This design comes from an exercise in tuning for small area and a short achievable clock period on the open sky130 flow, not from production work.
At most, simulation tests tie the RTL to the original design; equivalence was not proved.
Power is estimated from default activity; no workload was simulated.

==> flow/design.v <==
module rdm630_core (
    input  wire         clk,
    input  wire         rst,         
    input  wire         rx_valid,
    input  wire [7:0]   rx_data,
    output wire         rx_ready,
    input  wire         eval,
    output wire         res_valid,
    output wire [1:0]   res,
    output wire         fvalid,
    output wire [111:0] frame,
    output wire         xst,
    output wire [39:0]  card,
    output wire [7:0]   csum,
    output wire [7:0]   p6
);
    localparam [7:0] START_B = 8'h02;
    localparam [7:0] END_B   = 8'h03;
    reg [4:0]   cursor;      
    reg         in_frame;
    reg         ok;          
    reg [7:0]   buf_q [0:13];
    reg [111:0] frame_q;     
    reg         fvalid_q;
    wire full = cursor[4];                   
    assign rx_ready = !full && !rst;
    wire fire     = rx_valid && rx_ready;
    wire is_start = (rx_data == START_B);
    wire is_end   = (rx_data == END_B);
    wire is_hex   = ((rx_data >= 8'h30) && (rx_data <= 8'h39)) ||
                    ((rx_data >= 8'h41) && (rx_data <= 8'h46));
    wire st    = fire && is_start;               
    wire app   = fire && in_frame && !is_start;  
    wire c13 = (cursor == 5'd13);
    wire c14 = (cursor == 5'd14);
    wire c15 = (cursor >= 5'd15);
    wire [4:0] cursor_rx   = st ? 5'd1 : app ? cursor + 5'd1 : cursor;
    wire       in_frame_rx = st ? 1'b1 : (app && is_end) ? 1'b0 : in_frame;
    wire       ok_rx       = st ? 1'b1 :
                             app ? (ok && (c13 ? is_end : is_hex)) : ok;
    wire [13:0] we;
    genvar g;
    generate
        for (g = 0; g < 14; g = g + 1) begin : g_we
            if (g == 0)
                assign we[g] = st || (app && cursor == 5'd0);
            else
                assign we[g] = app && (cursor == g);
        end
    endgenerate
    wire do_eval = eval && !rst;
    wire apnd  = in_frame && !full;                  
    wire [1:0] r0 = c15 ? 2'd3 : c14 ? (ok ? 2'd1 : 2'd2) : 2'd0;
    wire [1:0] ra = (c14 || c15) ? 2'd3 : c13 ? 2'd2 : 2'd0;   
    wire [1:0] re = (c14 || c15) ? 2'd3 : c13 ? (ok ? 2'd1 : 2'd2) : 2'd0;
    wire [1:0] pn = apnd ? ra : r0;
    wire [1:0] pe = apnd ? re : r0;
    wire [1:0] ps = full ? r0 : 2'd0;
    assign res_valid = do_eval;
    rdm630_res u_res (
        .rx_valid (rx_valid),
        .rx_data  (rx_data),
        .r0       (r0),
        .pn       (pn),
        .pe       (pe),
        .ps       (ps),
        .res      (res)
    );
    wire cap  = do_eval && (cursor_rx == 5'd14);
    wire over = do_eval && (cursor_rx >  5'd14);
    always @(posedge clk) begin
        if (rst) begin
            cursor   <= 5'd0;
            in_frame <= 1'b0;
            fvalid_q <= 1'b0;
            ok       <= 1'b0;
        end else begin
            in_frame <= in_frame_rx;
            if (cap || over) begin
                cursor   <= 5'd0;
                ok       <= 1'b0;
                fvalid_q <= cap && ok_rx;
            end else begin
                cursor   <= cursor_rx;
                ok       <= ok_rx;
            end
        end
    end
    integer i;
    always @(posedge clk) begin
        for (i = 0; i < 14; i = i + 1)
            if (we[i])
                buf_q[i] <= rx_data;
    end
    wire [7:0] byte13 = we[13] ? rx_data : buf_q[13];
    always @(posedge clk) begin
        if (cap) begin
            for (i = 0; i < 13; i = i + 1)
                frame_q[111-8*i -: 8] <= buf_q[i];
            frame_q[7:0] <= byte13;
        end
    end
    assign fvalid = fvalid_q;
    assign xst    = !fvalid_q;
    assign frame  = frame_q;
    rdm630_xtr u_xtr (
        .frame (frame_q),
        .card  (card),
        .csum  (csum),
        .p6    (p6)
    );
endmodule
module rdm630_res (
    input  wire       rx_valid,
    input  wire [7:0] rx_data,
    input  wire [1:0] r0,
    input  wire [1:0] pn,
    input  wire [1:0] pe,
    input  wire [1:0] ps,
    output wire [1:0] res
);
    wire mark = (rx_data[7:1] == 7'b0000001);    
    wire [1:0] res_mark  = !rx_valid ? r0 : rx_data[0] ? pe : ps;
    wire [1:0] res_other = !rx_valid ? r0 : pn;
    assign res = mark ? res_mark : res_other;
endmodule
module rdm630_xtr (
    input  wire [111:0] frame,
    output wire [39:0]  card,
    output wire [7:0]   csum,
    output wire [7:0]   p6
);
    function [3:0] hexval;
        input [7:0] c;
        begin
            hexval = {c[3] | c[6],
                      c[2] | (c[6] & c[1] & c[0]),
                      c[1] ^ (c[6] & c[0]),
                      c[0] ^ c[6]};
        end
    endfunction
    wire [7:0] pair [0:5];
    genvar g;
    generate
        for (g = 0; g < 6; g = g + 1) begin : g_pair
            assign pair[g] = {hexval(frame[111-8*(1+2*g) -: 8]),
                              hexval(frame[111-8*(2+2*g) -: 8])};
        end
        for (g = 0; g < 5; g = g + 1) begin : g_card
            assign card[39-8*g -: 8] = pair[g];
        end
    endgenerate
    assign csum = pair[0] ^ pair[1] ^ pair[2] ^ pair[3] ^ pair[4];
    assign p6   = pair[5];
endmodule
export LEC_CHECK = 0
export CAP_MARGIN = 20
export CORE_MARGIN = 2
export CORE_UTILIZATION = 40
export CTS_BUF_LIST = sky130_fd_sc_hd__clkbuf_16
export CTS_CLUSTER_DIAMETER = 80
export CTS_CLUSTER_SIZE = 30
export SETUP_SLACK_MARGIN = 5
export SLEW_MARGIN = 20
export SYNTH_HIERARCHICAL = 1
export SYNTH_MINIMUM_KEEP_SIZE = 0
create_clock -name core_clock -period 10.0 [get_ports {clk}]
standard.sh (not shown) runs the stock make flow with config.mk's settings and CLKGATE_MAP_FILE= SYNTH_SCRIPT=/design/flow/synth_recipe.tcl, a recipe that flattens the netlist after the stock synthesis.
==> flow/flow/run.sh <==
#!/bin/bash
set -euo pipefail
bash standard.sh \
    "SYNTH_SCRIPT=$PWD/flow/my_synth.tcl" \
    "BUFFER_PORTS_ARGS=-buffer_cell sky130_fd_sc_hd__buf_1" \
    finish > flow_make.log 2>&1
==> flow/flow/my_synth.tcl <==
# The standard flow's synthesis script (synth_recipe.tcl) with one change: ABC maps the
# result-code module (the input-to-output path) with ORFS's area script,
# whose small NAND/NOR gates time better there, and every other module with
# ORFS's default (speed) script.
proc synth {args} { yosys synth -nofsm -noshare {*}$args }
proc abc {args} {
  set i [expr {[lsearch -exact $args -script] + 1}]
  set speed [lreplace $args $i $i $::env(SCRIPTS_DIR)/abc_speed.script]
  set area  [lreplace $args $i $i $::env(SCRIPTS_DIR)/abc_area.script]
  yosys abc {*}$speed rdm630_core rdm630_xtr
  yosys abc {*}$area rdm630_res
}
source $::env(SCRIPTS_DIR)/synth.tcl
# left out here: clear keep_hierarchy, flatten, clean up, hide names made inside functions, write 1_2_yosys.v
Next try:
--- a/flow/design.v
+++ b/flow/design.v
@@ -18,9 +18,9 @@
     localparam [7:0] END_B   = 8'h03;
     reg [4:0]   cursor;      
     reg         in_frame;
     reg         ok;          
-    reg [7:0]   buf_q [0:13];
+    reg [111:0] sr;          
     reg [111:0] frame_q;     
     reg         fvalid_q;
     wire full = cursor[4];                   
     assign rx_ready = !full && !rst;
@@ -37,18 +37,11 @@
     wire [4:0] cursor_rx   = st ? 5'd1 : app ? cursor + 5'd1 : cursor;
     wire       in_frame_rx = st ? 1'b1 : (app && is_end) ? 1'b0 : in_frame;
     wire       ok_rx       = st ? 1'b1 :
                              app ? (ok && (c13 ? is_end : is_hex)) : ok;
-    wire [13:0] we;
-    genvar g;
-    generate
-        for (g = 0; g < 14; g = g + 1) begin : g_we
-            if (g == 0)
-                assign we[g] = st || (app && cursor == 5'd0);
-            else
-                assign we[g] = app && (cursor == g);
-        end
-    endgenerate
+    wire shift = fire && (in_frame || is_start);
+    wire [111:0] sr_next = ({112{shift}}  & {sr[103:0], rx_data}) |
+                           ({112{!shift}} & sr);
     wire do_eval = eval && !rst;
     wire apnd  = in_frame && !full;                  
     wire [1:0] r0 = c15 ? 2'd3 : c14 ? (ok ? 2'd1 : 2'd2) : 2'd0;
     wire [1:0] ra = (c14 || c15) ? 2'd3 : c13 ? 2'd2 : 2'd0;   
@@ -85,21 +78,12 @@
                 ok       <= ok_rx;
             end
         end
     end
-    integer i;
     always @(posedge clk) begin
-        for (i = 0; i < 14; i = i + 1)
-            if (we[i])
-                buf_q[i] <= rx_data;
-    end
-    wire [7:0] byte13 = we[13] ? rx_data : buf_q[13];
-    always @(posedge clk) begin
-        if (cap) begin
-            for (i = 0; i < 13; i = i + 1)
-                frame_q[111-8*i -: 8] <= buf_q[i];
-            frame_q[7:0] <= byte13;
-        end
+        sr <= sr_next;
+        if (cap)
+            frame_q <= sr_next;
     end
     assign fvalid = fvalid_q;
     assign xst    = !fvalid_q;
     assign frame  = frame_q;
Clock-buffer cell count is higher by 2.
Worst setup slack gains 0.049 ns.
Non-clock buffer count is lower by 5.
Synthesized area is higher by about 2.4%.
Design area is higher by about 0.8%.
Sequential power is lower by about 6%.
First-iteration DRC count is lower by 46%.
Clock skew is higher by 0.0067 ns.
Via count is higher by 13%.
For the second run of this note, only the layout was checked, not whether the RTL still works.

==> separate check: timing with driven ports <==
The flow's constraints put no driver on any port. The routed layouts listed below were extracted and timed again, unchanged, in two steps.
Step 1, drivers: a clkbuf_16 drives clk and a buf_2 each remaining input, both assumed.
Step 2 adds t to the input delays and takes it off the output delays; t is the mean of the earliest and latest rising clock arrival at the registers after step 1. Input paths then give back, and output paths get back, about the clock's delay inside the block.
Three values: ideal, step 1, step 2; two values: the first two.
| run | t, ns | slack for setup (ns) | latest minus earliest clock arrival (ns) | slew at the worst register clock pin (ns) |
|---|---|---|---|---|
| the first run | 0.499 | 5.090 / 5.062 / 5.048 | 0.023 / 0.024 | 0.11 / 0.11 |
| the second run | 0.499 | 5.139 / 5.142 / 4.663 | 0.040 / 0.040 | 0.11 / 0.11 |
After both steps every run listed still meets setup and hold. The setup slack of the second run, which loses most, moves by +0.003 ns with the drivers and by -0.476 ns with both steps.
